What follows belongs to an exercise in optimizing a design on an open flow for small area, a short achievable clock period and few clock cycles; a production flow would make more cautious choices.
Only simulation tests tie the RTL to the original design; equivalence was not proved.
Power is estimated from default activity; no workload was simulated.

### flow/design.v
module qrl_rs_engine (
    input             clk,
    input             rst_n,        
    input             req_valid,
    input             req_write,
    input      [11:0] req_addr,
    input      [31:0] req_wdata,
    output            req_ready,
    output reg        rsp_valid,
    output reg [31:0] rsp_rdata,
    output reg        rsp_buserr
);
    localparam [7:0] OP_NOP       = 8'h00;
    localparam [7:0] OP_GF_MUL    = 8'h01;
    localparam [7:0] OP_GF_EXP    = 8'h02;
    localparam [7:0] OP_GF_LOG    = 8'h03;
    localparam [7:0] OP_ECC_COUNT = 8'h10;
    localparam [7:0] OP_RS_GEN    = 8'h11;
    localparam [7:0] OP_RS_REM    = 8'h12;
    localparam [7:0] OP_RS_ENCODE = 8'h13;
    localparam [7:0] OP_RS_SYND   = 8'h14;
    localparam [3:0] E_OK            = 4'h0;
    localparam [3:0] E_ILLEGAL_OP    = 4'h1;
    localparam [3:0] E_RESERVED_BITS = 4'h2;
    localparam [3:0] E_LOG_OF_ZERO   = 4'h3;
    localparam [3:0] E_BAD_ECC_COUNT = 4'h4;
    localparam [3:0] E_NO_GENERATOR  = 4'h5;
    localparam [3:0] E_EMPTY_MESSAGE = 4'h6;
    localparam [3:0] E_INVALID_SYM   = 4'hB;
    localparam [3:0] E_BAD_LENGTH    = 4'hC;
    localparam [3:0] E_READ_ONLY     = 4'hE;
    localparam [2:0] S_IDLE = 3'd0;
    localparam [2:0] S_REM  = 3'd1;
    localparam [2:0] S_SYN  = 3'd2;
    localparam [2:0] S_EXP  = 3'd3;
    localparam [2:0] S_LOG  = 3'd4;
    function automatic [7:0] xtime(input [7:0] a);
        xtime = a[7] ? ((a << 1) ^ 8'h1d) : (a << 1);
    endfunction
    function automatic [7:0] gf_mul(input [7:0] a, input [7:0] b);
        integer i;
        begin
            gf_mul = 8'd0;
            for (i = 7; i >= 0; i = i - 1)
                gf_mul = xtime(gf_mul) ^ (b[i] ? a : 8'd0);
        end
    endfunction
    function automatic [7:0] apow(input integer i);
        integer k;
        begin
            apow = 8'd1;
            for (k = 0; k < i; k = k + 1) apow = xtime(apow);
        end
    endfunction
    function automatic [79:0] gen_rom(input [3:0] n);
        case (n)
            4'd1: gen_rom = 80'h00_00_00_00_00_00_00_00_00_01;
            4'd2: gen_rom = 80'h00_00_00_00_00_00_00_00_02_03;
            4'd3: gen_rom = 80'h00_00_00_00_00_00_00_08_0e_07;
            4'd4: gen_rom = 80'h00_00_00_00_00_00_40_78_36_0f;
            4'd5: gen_rom = 80'h00_00_00_00_00_74_93_3f_c6_1f;
            4'd6: gen_rom = 80'h00_00_00_00_26_e3_20_da_01_3f;
            4'd7: gen_rom = 80'h00_00_00_75_44_0b_a4_9a_7a_7f;
            4'd8: gen_rom = 80'h00_00_18_c8_ad_ef_36_51_0b_ff;
            4'd9: gen_rom = 80'h00_25_c5_e8_a4_eb_f5_9e_cf_e2;
            4'd10: gen_rom = 80'hc1_9d_71_5f_5e_c7_6f_9f_c2_d8;
            default: gen_rom = 80'h0;
        endcase
    endfunction
    reg [7:0]  msg [0:39];
    reg [5:0]  msg_len;
    reg [3:0]  gen_n;
    reg [7:0]  ecc [0:9];
    reg [7:0]  syn [0:9];
    reg [7:0]  result;
    reg        res_syn;     
    reg [3:0]  err;
    reg        sticky;
    reg        ready_q;
    reg        bv;
    reg        b_write;
    reg [5:0]  b_word;
    reg [31:0] b_wdata;
    reg        b_cmd, b_status, b_result, b_msglen, b_genn, b_msg, b_gen, b_ecc, b_syn;
    reg        b_nc;        
    reg        b_big;       
    reg        b_len_bad;   
    assign req_ready = ready_q;
    wire accept = req_valid && ready_q;
    wire        i_aligned = (req_addr[1:0] == 2'b00);
    wire [5:0]  i_word    = req_addr[7:2];
    wire [3:0]  i_small   = req_addr[5:2];
    wire        i_cmd     = i_aligned && req_addr == 12'h000;
    wire        i_status  = i_aligned && req_addr == 12'h004;
    wire        i_result  = i_aligned && req_addr == 12'h008;
    wire        i_msglen  = i_aligned && req_addr == 12'h014;
    wire        i_genn    = i_aligned && req_addr == 12'h024;
    wire        i_msg     = i_aligned && req_addr[11:8] == 4'h1 && i_word < 6'd40;
    wire        i_gen     = i_aligned && req_addr[11:6] == 6'h08 && i_small < 4'd10;
    wire        i_ecc     = i_aligned && req_addr[11:6] == 6'h09 && i_small < 4'd10;
    wire        i_syn     = i_aligned && req_addr[11:6] == 6'h0a && i_small < 4'd10;
    wire        i_mapped  = i_cmd | i_status | i_result | i_msglen | i_genn |
                            i_msg | i_gen | i_ecc | i_syn;
    wire        i_nc      = !i_mapped || i_status ||
                            (!req_write && (i_genn || i_gen || i_msglen));
    wire [7:0]  op    = b_wdata[7:0];
    wire [7:0]  fld_a = b_wdata[15:8];
    wire [7:0]  fld_b = b_wdata[23:16];
    wire [8:0]  fld_i = b_wdata[16:8];
    reg         op_known;
    reg [23:0]  rsv_mask;
    always @(*) begin
        op_known = 1'b1;
        rsv_mask = 24'hFFFFFF;
        case (op)
            OP_NOP:       rsv_mask = 24'hFFFFFF;
            OP_GF_MUL:    rsv_mask = 24'hFF0000;
            OP_GF_EXP:    rsv_mask = 24'hFFFE00;
            OP_GF_LOG:    rsv_mask = 24'hFFFF00;
            OP_ECC_COUNT: rsv_mask = 24'hFFFF00;
            OP_RS_GEN:    rsv_mask = 24'hFFFF00;
            OP_RS_REM:    rsv_mask = 24'hFFFFFF;
            OP_RS_ENCODE: rsv_mask = 24'hFFFF00;
            OP_RS_SYND:   rsv_mask = 24'hFFFF00;
            default:      op_known = 1'b0;
        endcase
    end
    wire rsv_bad = |(b_wdata[31:8] & rsv_mask);
    wire n_bad   = (fld_a == 8'd0) || (fld_a > 8'd10);
    wire [6:0] ecc_q   = ({1'b0, fld_a} + 9'd3) >> 2;
    wire [6:0] ecc_cnt = (ecc_q < 7'd4) ? 7'd4 : ecc_q;
    reg [2:0]  state;
    reg [5:0]  cnt_t;       
    reg [3:0]  cnt_e;       
    reg        ph_ecc;      
    reg [3:0]  syn_n;       
    reg [7:0]  sym;         
    reg [8:0]  lc;          
    wire idle = (state == S_IDLE);
    wire exec = bv && (idle || b_nc);
    wire [5:0] m_addr  = idle ? b_word : cnt_t + 6'd1;
    wire [7:0] msg_rd  = msg[m_addr];
    wire [3:0] e_addr  = idle ? b_word[3:0] : (ph_ecc ? cnt_e + 4'd1 : 4'd0);
    wire [7:0] ecc_rd  = ecc[e_addr];
    wire [79:0] g_all  = gen_rom(gen_n);
    wire [7:0]  gen_rd = g_all[8*b_word[3:0] +: 8];
    wire [7:0] fb     = sym ^ ecc[0];
    wire [7:0] m0_x   = idle ? fld_a : fb;
    wire [7:0] m0_y   = idle ? fld_b : g_all[7:0];
    wire [7:0] m0_out = gf_mul(m0_x, m0_y);
    wire       syn_zero = ~|{syn[0], syn[1], syn[2], syn[3], syn[4],
                             syn[5], syn[6], syn[7], syn[8], syn[9]};
    reg [31:0] rd_data;
    always @(*) begin
        rd_data = 32'd0;
        if (b_status)      rd_data = {23'd0, sticky, 4'd0, err};
        else if (b_result) rd_data = {24'd0, res_syn ? {7'd0, syn_zero} : result};
        else if (b_msglen) rd_data = {26'd0, msg_len};
        else if (b_genn)   rd_data = {28'd0, gen_n};
        else if (b_msg)    rd_data = {24'd0, msg_rd};
        else if (b_gen)    rd_data = {24'd0, gen_rd};
        else if (b_ecc)    rd_data = {24'd0, ecc_rd};
        else if (b_syn)    rd_data = {24'd0, syn[b_word[3:0]]};
    end
    wire do_cmd   = exec && b_write && b_cmd && op_known && !rsv_bad;
    wire start_rem = do_cmd && ((op == OP_RS_ENCODE && !n_bad && msg_len != 6'd0) ||
                                (op == OP_RS_REM && gen_n != 4'd0 && msg_len != 6'd0));
    wire start_syn = do_cmd && op == OP_RS_SYND && !n_bad && msg_len != 6'd0;
    wire start_exp = do_cmd && op == OP_GF_EXP;
    wire start_log = do_cmd && op == OP_GF_LOG && fld_a != 8'd0;
    wire rem_last = (cnt_t == msg_len - 6'd1);
    wire syn_last = ph_ecc && (cnt_e == syn_n - 4'd1);
    wire exp_last = (lc == 9'd0);
    wire log_last = (sym == lc[7:0]);
    reg  [2:0] state_nx;
    always @(*) begin
        state_nx = state;
        case (state)
            S_IDLE: begin
                if (start_rem)      state_nx = S_REM;
                else if (start_syn) state_nx = S_SYN;
                else if (start_exp) state_nx = S_EXP;
                else if (start_log) state_nx = S_LOG;
            end
            S_REM: if (rem_last) state_nx = S_IDLE;
            S_SYN: if (syn_last) state_nx = S_IDLE;
            S_EXP: if (exp_last) state_nx = S_IDLE;
            S_LOG: if (log_last) state_nx = S_IDLE;
            default: state_nx = S_IDLE;
        endcase
    end
    wire bv_nx = accept || (bv && !exec);
    wire nc_nx = accept ? i_nc : b_nc;
    integer k;
    always @(posedge clk) begin
        if (accept) begin
            b_write   <= req_write;
            b_word    <= i_word;
            b_wdata   <= req_wdata;
            b_cmd     <= i_cmd;
            b_status  <= i_status;
            b_result  <= i_result;
            b_msglen  <= i_msglen;
            b_genn    <= i_genn;
            b_msg     <= i_msg;
            b_gen     <= i_gen;
            b_ecc     <= i_ecc;
            b_syn     <= i_syn;
            b_nc      <= i_nc;
            b_big     <= |req_wdata[31:8];
            b_len_bad <= (req_wdata > 32'd40);
        end
        rsp_rdata  <= (b_write || !i_mapped_b) ? 32'd0 : rd_data;
        rsp_buserr <= !i_mapped_b;
        if (!rst_n) begin
            ready_q   <= 1'b1;
            bv        <= 1'b0;
            rsp_valid <= 1'b0;
        end else begin
            ready_q   <= !bv_nx || state_nx == S_IDLE || nc_nx;
            bv        <= bv_nx;
            rsp_valid <= exec;
        end
    end
    wire i_mapped_b = b_cmd | b_status | b_result | b_msglen | b_genn |
                      b_msg | b_gen | b_ecc | b_syn;
    always @(posedge clk) begin
        if (!rst_n) begin
            for (k = 0; k < 40; k = k + 1) msg[k] <= 8'd0;
            for (k = 0; k < 10; k = k + 1) begin
                ecc[k] <= 8'd0;
                syn[k] <= 8'd0;
            end
            msg_len <= 6'd0;
            gen_n   <= 4'd0;
            result  <= 8'd0;
            res_syn <= 1'b0;
            err     <= E_OK;
            sticky  <= 1'b0;
            state   <= S_IDLE;
        end else begin
            state <= state_nx;
            if (exec && b_write) begin
                if (!i_mapped_b) begin
                end else if (b_status) begin
                    if (b_wdata[8]) sticky <= 1'b0;
                end else if (b_msglen) begin
                    if (b_len_bad) begin
                        err <= E_BAD_LENGTH; sticky <= 1'b1;
                    end else begin
                        msg_len <= b_wdata[5:0]; err <= E_OK;
                    end
                end else if (b_msg || b_ecc) begin
                    if (b_big) begin
                        err <= E_INVALID_SYM; sticky <= 1'b1;
                    end else begin
                        if (b_msg) msg[b_word] <= b_wdata[7:0];
                        else       ecc[b_word[3:0]] <= b_wdata[7:0];
                        err <= E_OK;
                    end
                end else if (!b_cmd) begin
                    err <= E_READ_ONLY; sticky <= 1'b1;
                end else if (!op_known) begin
                    err <= E_ILLEGAL_OP; sticky <= 1'b1;
                end else if (rsv_bad) begin
                    err <= E_RESERVED_BITS; sticky <= 1'b1;
                end else begin
                    case (op)
                    OP_GF_MUL: begin
                        result <= m0_out; res_syn <= 1'b0; err <= E_OK;
                    end
                    OP_GF_EXP: begin
                        result <= 8'h01; res_syn <= 1'b0; err <= E_OK;
                        lc <= fld_i;
                    end
                    OP_GF_LOG: begin
                        if (fld_a == 8'd0) begin
                            err <= E_LOG_OF_ZERO; sticky <= 1'b1;
                        end else begin
                            result <= 8'd0; res_syn <= 1'b0; err <= E_OK;
                            sym <= 8'h01;
                            lc  <= {1'b0, fld_a};
                        end
                    end
                    OP_ECC_COUNT: begin
                        result <= {1'b0, ecc_cnt}; res_syn <= 1'b0; err <= E_OK;
                    end
                    OP_RS_GEN, OP_RS_ENCODE: begin
                        if (n_bad) begin
                            err <= E_BAD_ECC_COUNT; sticky <= 1'b1;
                        end else if (op == OP_RS_ENCODE && msg_len == 6'd0) begin
                            err <= E_EMPTY_MESSAGE; sticky <= 1'b1;
                        end else begin
                            gen_n <= fld_a[3:0];
                            err   <= E_OK;
                            if (op == OP_RS_ENCODE) begin
                                for (k = 0; k < 10; k = k + 1) ecc[k] <= 8'd0;
                                cnt_t <= 6'd0;
                                sym   <= msg_rd;
                            end
                        end
                    end
                    OP_RS_REM: begin
                        if (gen_n == 4'd0) begin
                            err <= E_NO_GENERATOR; sticky <= 1'b1;
                        end else if (msg_len == 6'd0) begin
                            err <= E_EMPTY_MESSAGE; sticky <= 1'b1;
                        end else begin
                            for (k = 0; k < 10; k = k + 1) ecc[k] <= 8'd0;
                            cnt_t <= 6'd0;
                            sym   <= msg_rd;
                            err   <= E_OK;
                        end
                    end
                    OP_RS_SYND: begin
                        if (n_bad) begin
                            err <= E_BAD_ECC_COUNT; sticky <= 1'b1;
                        end else if (msg_len == 6'd0) begin
                            err <= E_EMPTY_MESSAGE; sticky <= 1'b1;
                        end else begin
                            for (k = 0; k < 10; k = k + 1) syn[k] <= 8'd0;
                            res_syn <= 1'b1;
                            err     <= E_OK;
                            syn_n   <= fld_a[3:0];
                            cnt_t   <= 6'd0;
                            cnt_e   <= 4'd0;
                            ph_ecc  <= 1'b0;
                            sym     <= msg_rd;
                        end
                    end
                    default: err <= E_OK;  
                    endcase
                end
            end
            case (state)
            S_REM: begin
                ecc[0] <= ecc[1] ^ m0_out;
                for (k = 1; k < 9; k = k + 1)
                    ecc[k] <= ecc[k + 1] ^ gf_mul(fb, g_all[8*k +: 8]);
                ecc[9] <= gf_mul(fb, g_all[79:72]);
                cnt_t <= cnt_t + 6'd1;
                sym   <= msg_rd;
            end
            S_SYN: begin
                for (k = 0; k < 10; k = k + 1)
                    if (k < syn_n) syn[k] <= gf_mul(syn[k], apow(k)) ^ sym;
                if (!ph_ecc) begin
                    if (cnt_t == msg_len - 6'd1) begin
                        ph_ecc <= 1'b1;
                        sym    <= ecc_rd;
                    end else begin
                        cnt_t <= cnt_t + 6'd1;
                        sym   <= msg_rd;
                    end
                end else begin
                    cnt_e <= cnt_e + 4'd1;
                    sym   <= ecc_rd;
                end
            end
            S_EXP: begin
                if (!exp_last) begin
                    result <= xtime(result);
                    lc     <= lc - 9'd1;
                end
            end
            S_LOG: begin
                if (!log_last) begin
                    sym    <= xtime(sym);
                    result <= result + 8'd1;
                end
            end
            default: ;
            endcase
        end
    end
endmodule
### flow/run.sh
#!/bin/bash
# synth_recipe.tcl (not shown) runs the flow's synth.tcl, then flattens the netlist and writes it again
# the make line also repeats each setting of config.mk as NAME=value (left out here)
make -C /OpenROAD-flow-scripts/flow DESIGN_CONFIG=/design/flow/config.mk WORK_HOME=/design/flow/orfs CLKGATE_MAP_FILE= SYNTH_SCRIPT=/design/flow/synth_recipe.tcl finish
### flow/config.mk
export PLATFORM = sky130hd
export DESIGN_NAME = qrl_rs_engine
export DESIGN_NICKNAME = qrl_rs_engine
export VERILOG_FILES = /design/flow/design.v
export SDC_FILE = /design/flow/constraint.sdc
export NUM_CORES = 4
export LEC_CHECK = 0
export CAP_MARGIN = 20
export CORE_MARGIN = 2
export CORE_UTILIZATION = 40
export SLEW_MARGIN = 20
### flow/constraint.sdc
create_clock -name core_clock -period 12.0 [get_ports {clk}]
set_input_delay 2.4000 -clock core_clock [delete_from_list [all_inputs] [get_ports {clk}]]
set_output_delay 2.4000 -clock core_clock [all_outputs]
set_load 0.01 [all_outputs]
==> out/summary.txt <==
half-perimeter wire length of the detailed placement result - 116.6 mm
max-cap violations - 0
worst slack, placed - 6.404 ns
Crit. End Element - flop
# diodes - 0
library cell used as clock root buffer - sky130_fd_sc_hd__clkbuf_16
most used flip-flop cell after synthesis - sky130_fd_sc_hd__edfxtp_1
critical-path maximum fanout - 86
area fraction in compound gates after synthesis - 13.29%
Slew Limit Fails - 0
area share of and/or/nand/nor cells after synthesis - 17.95%
number of gates given a new drive strength after cts - 0
actual slew at the worst max-slew pin - 1.230 ns
total CTS buffers - 99
Tot GR Track Use - 25.58%
CTS H-tree lvls - 3
fraction of synthesized area in multiplexers - 1.835%
count of synthesis-stage warnings from yosys - 2
starting utilization of the core area - 40.20%
Skew-Pair Late Insertion Delay - 0.71 ns
area of the core - 131100 sq um
Initial DRT Pass Iterations - 6
number of enable-type register cells in the synthesized netlist - 722
crit path kind - flop to flop
count of distinct cell types in the synthesized netlist - 98
required time reported for the critical path endpoint - 12.61 ns
total via count in the routed design - 41440
Worst slew margin - 17.81%
dominant combinational cell family by area after synthesis - simple AND/OR/NAND/NOR gates
area share of fa/ha/maj cells after synthesis - 0.5175%
number of standard cells after synthesis - 5427
status - no timing/DRC/antenna violations
Antenna Nets Post-Route - 0
vias in the first global route - 38880
count of standard-cell rows - 133
clock tree sinks - 887
area of the mapped netlist - 52710 sq um
kind of launch point of the worst setup path - flop
Power, Total - 7.399 mW
setup repair after global routing missed its margin - false
initial antenna violation count - 4
horizontal die dimension - 367.0 um
Die Area - 134700 sq um
number of buffer cells added on primary ports - 59
Detailed Route Iter0 Violations - 4859
Residual DRC - 0
minimum period implied by the final worst setup slack - 5.383 ns
combined area of the multi-input logic cells - 25980 sq um
Final Wtd Congestion - 0.9732
hold_buf cts - 0
wire length of the first global-routing pass - 261.0 mm
# IOs - 83
final setup fails - 0
worst IR drop on VDD - 0.1004 mV
Wirelength per Cell - 24.84 um
path class of the lowest-slack min-delay path - flop to flop
leakage power total - 19.65 nW
TritonCTS clock tree - done
area of all sequential standard cells - 24990 sq um
total routed wirelength - 176.5 mm
height of the die - 367.0 um
growth of design area from synthesis to finish - 10.20%
Async SR Flop Fraction - 0%
post-route clock period utilization - 44.86%
Hold Violations, Final - 0
share of the yosys chip area belonging to registers - 47.40%
achievable clock frequency - 185.8 MHz
clock input transition at the sequential cells of the worst setup and hold paths - 0.07 ns
Clock Skews - 0.04780 ns
CP Data Arrival Time - 5.99 ns
XOR/XNOR Fraction of Synth Area - 15.04%
flop and latch count out of synthesis - 887
layout cell share with drive strength beyond 1 - 6.525%
largest net degree at the start of global routing - 91
Final #Nets - 5336
smallest setup slack after layout - 6.617 ns
buffers inserted by post-CTS timing repair - 0
DR vias/cell - 5.833
total power divided by cell area - 127.4 nW/um^2
sum of negative setup slack - 0 ns
total congestion overflow - 0
fill cell total of the finished layout - 12570
mean instance size in the synthesized netlist - 9.713 sq um
worst-case clock buffer depth - 3
## layer usage
| layer | GRT usage, % | up-vias | wire [um] |
|---|---|---|---|
| met2 | 38.95 | 2104 | 78470 |
| met4 | 9.812 | 2 | 7339 |
| met5 | 0 | - | 9 |
| met1 | 36.10 | 20180 | 74160 |
| met3 | 4.601 | 376 | 16520 |
| li1 | - | 18780 | - |
## through the flow
stage	std cells	cell area (sq um)	hold WS (ns)	utilization, %
5_1_grt	7104	58080	0.5132	44.30
4_1_cts	7099	58040	0.5009	44.26
2_1_floorplan	5449	52790	0.4244	-
6_report	7104	58080	0.5039	44.30
3_3_place_gp	6916	54710	0.4831	41.72
3_5_place_dp	6916	54710	0.4880	41.72
## logic make-up after synthesis
logic type	after synthesis
flops	887
compound gates	1037
mux	78
other cells	1
xor+xnor	881
fa+ha+maj	22
buf+inv	504
simple gates	2017
## sequential cells by signal (all words and copies together) (netlist names), 3 cells and up, named ones only
name,count
state,3
rsp_rdata,9
syn_n,4
cnt_t,6
b_word,6
sym,8
ecc,128
result,8
g_all,40
gen_n,4
msg,512
lc,9
msg_len,6
b_wdata,32
cnt_e,4
syn,80
err,4
## power breakdown
group          leakage, nW  internal [mW]  switching (mW)
clock network         1.62           1.81            1.30
registers             8.33           3.39          0.0583
logic                 9.70          0.266           0.575
## cell usage in the layout (no fill, tap or decap), drive strengths merged, types with 48 or more instances in the layout
cell	netlist	layout
a211oi	132	132
a21oi	135	135
a22oi	48	48
a311oi	105	105
a31oi	110	110
and2	339	339
and3	134	134
buf	123	106
clkbuf	328	128
clkdlybuf4s50	0	58
dfxtp	165	165
edfxtp	722	722
inv	51	53
mux2i	55	55
nand2	873	873
nand3	84	84
nor2	385	385
o21ai	283	283
xnor2	677	677
xor2	191	191
## synth_stat cells, types with 48 or more instances
cell type,instances,area [sq um]
sky130_fd_sc_hd__nand2_1,871,3269
sky130_fd_sc_hd__edfxtp_1,722,21680
sky130_fd_sc_hd__xnor2_1,675,5912
sky130_fd_sc_hd__nor2_1,383,1438
sky130_fd_sc_hd__and2_1,335,2096
sky130_fd_sc_hd__clkbuf_1,328,1231
sky130_fd_sc_hd__o21ai_0,242,1211
sky130_fd_sc_hd__xor2_1,189,1655
sky130_fd_sc_hd__dfxtp_1,165,3303
sky130_fd_sc_hd__a21oi_1,135,675.7
sky130_fd_sc_hd__and3_1,134,838.3
sky130_fd_sc_hd__a211oi_1,132,991.0
sky130_fd_sc_hd__a31oi_1,110,688.2
sky130_fd_sc_hd__a311oi_1,105,919.6
sky130_fd_sc_hd__nand3_1,84,420.4
sky130_fd_sc_hd__buf_2,60,300.3
sky130_fd_sc_hd__mux2i_1,55,550.5
sky130_fd_sc_hd__inv_1,48,180.2
## path summary, 6_finish.rpt
kind | end | slack, ns | cells after the start | startpoint
worst max register to register | rsp_rdata[0]$_SDFF_PP0_ | 6.62 | 13 | cnt_t[0]$_DFFE_PP_
worst min-delay path | rsp_rdata[8]$_SDFF_PP0_ | 0.50 | 1 | sticky$_SDFFE_PN0P_
worst min register to register | rsp_rdata[8]$_SDFF_PP0_ | 0.50 | 1 | sticky$_SDFFE_PN0P_
worst max-delay path | rsp_rdata[0]$_SDFF_PP0_ | 6.62 | 13 | cnt_t[0]$_DFFE_PP_
## area by class of cell
type	count	area share, %
multi-input cells	4058	44.72
flip-flops and latches	887	43.02
clock buffers	124	4.612
well taps	1755	3.780
repair buffers	168	2.404
clock inverters	59	1.122
inverters	53	0.3447
## worst max-delay path, cell delays in order (launching register included)
cell and delay, ns:
sky130_fd_sc_hd__edfxtp_1 0.48, sky130_fd_sc_hd__ha_1 0.39, sky130_fd_sc_hd__o31ai_4 0.07, sky130_fd_sc_hd__buf_4 0.75
sky130_fd_sc_hd__and2_4 0.93, sky130_fd_sc_hd__buf_4 0.64, sky130_fd_sc_hd__nand2_1 0.11, sky130_fd_sc_hd__a311oi_1 0.41
sky130_fd_sc_hd__o21ai_0 0.19, sky130_fd_sc_hd__a21oi_1 0.25, sky130_fd_sc_hd__a21oi_1 0.12, sky130_fd_sc_hd__a21o_1 0.34
sky130_fd_sc_hd__o311a_1 0.34, sky130_fd_sc_hd__o22ai_1 0.16
Testbench counts, summed over its fixed seeds: cycles 21,702.

[what the ideal ports hide]
No port has a modelled driver above. Below, the same layout with a new extraction and two added sets of constraints. Step 1 sets driving cells, clkbuf_16 on the clock port and buf_2 on the other inputs (assumed; they add their load-dependent delay and slew). Step 2, shift: input delay + t, output delay - t, t = (earliest + latest rising clock arrival at the registers) / 2. This alone moves slack from input paths to output paths. Three values: ideal ports, drivers, drivers and shift; two values: the first two.
t, ns: 0.768
slack for setup (ns): 6.617 / 6.617 / 6.388
hold slack, ns: 0.504 / 0.504 / 0.504
clock arrival spread, ns: 0.048 / 0.047
After both steps this run still meets setup and hold. For this run, drivers alone change the setup slack by 0.000 ns; drivers and shift together by -0.229 ns.
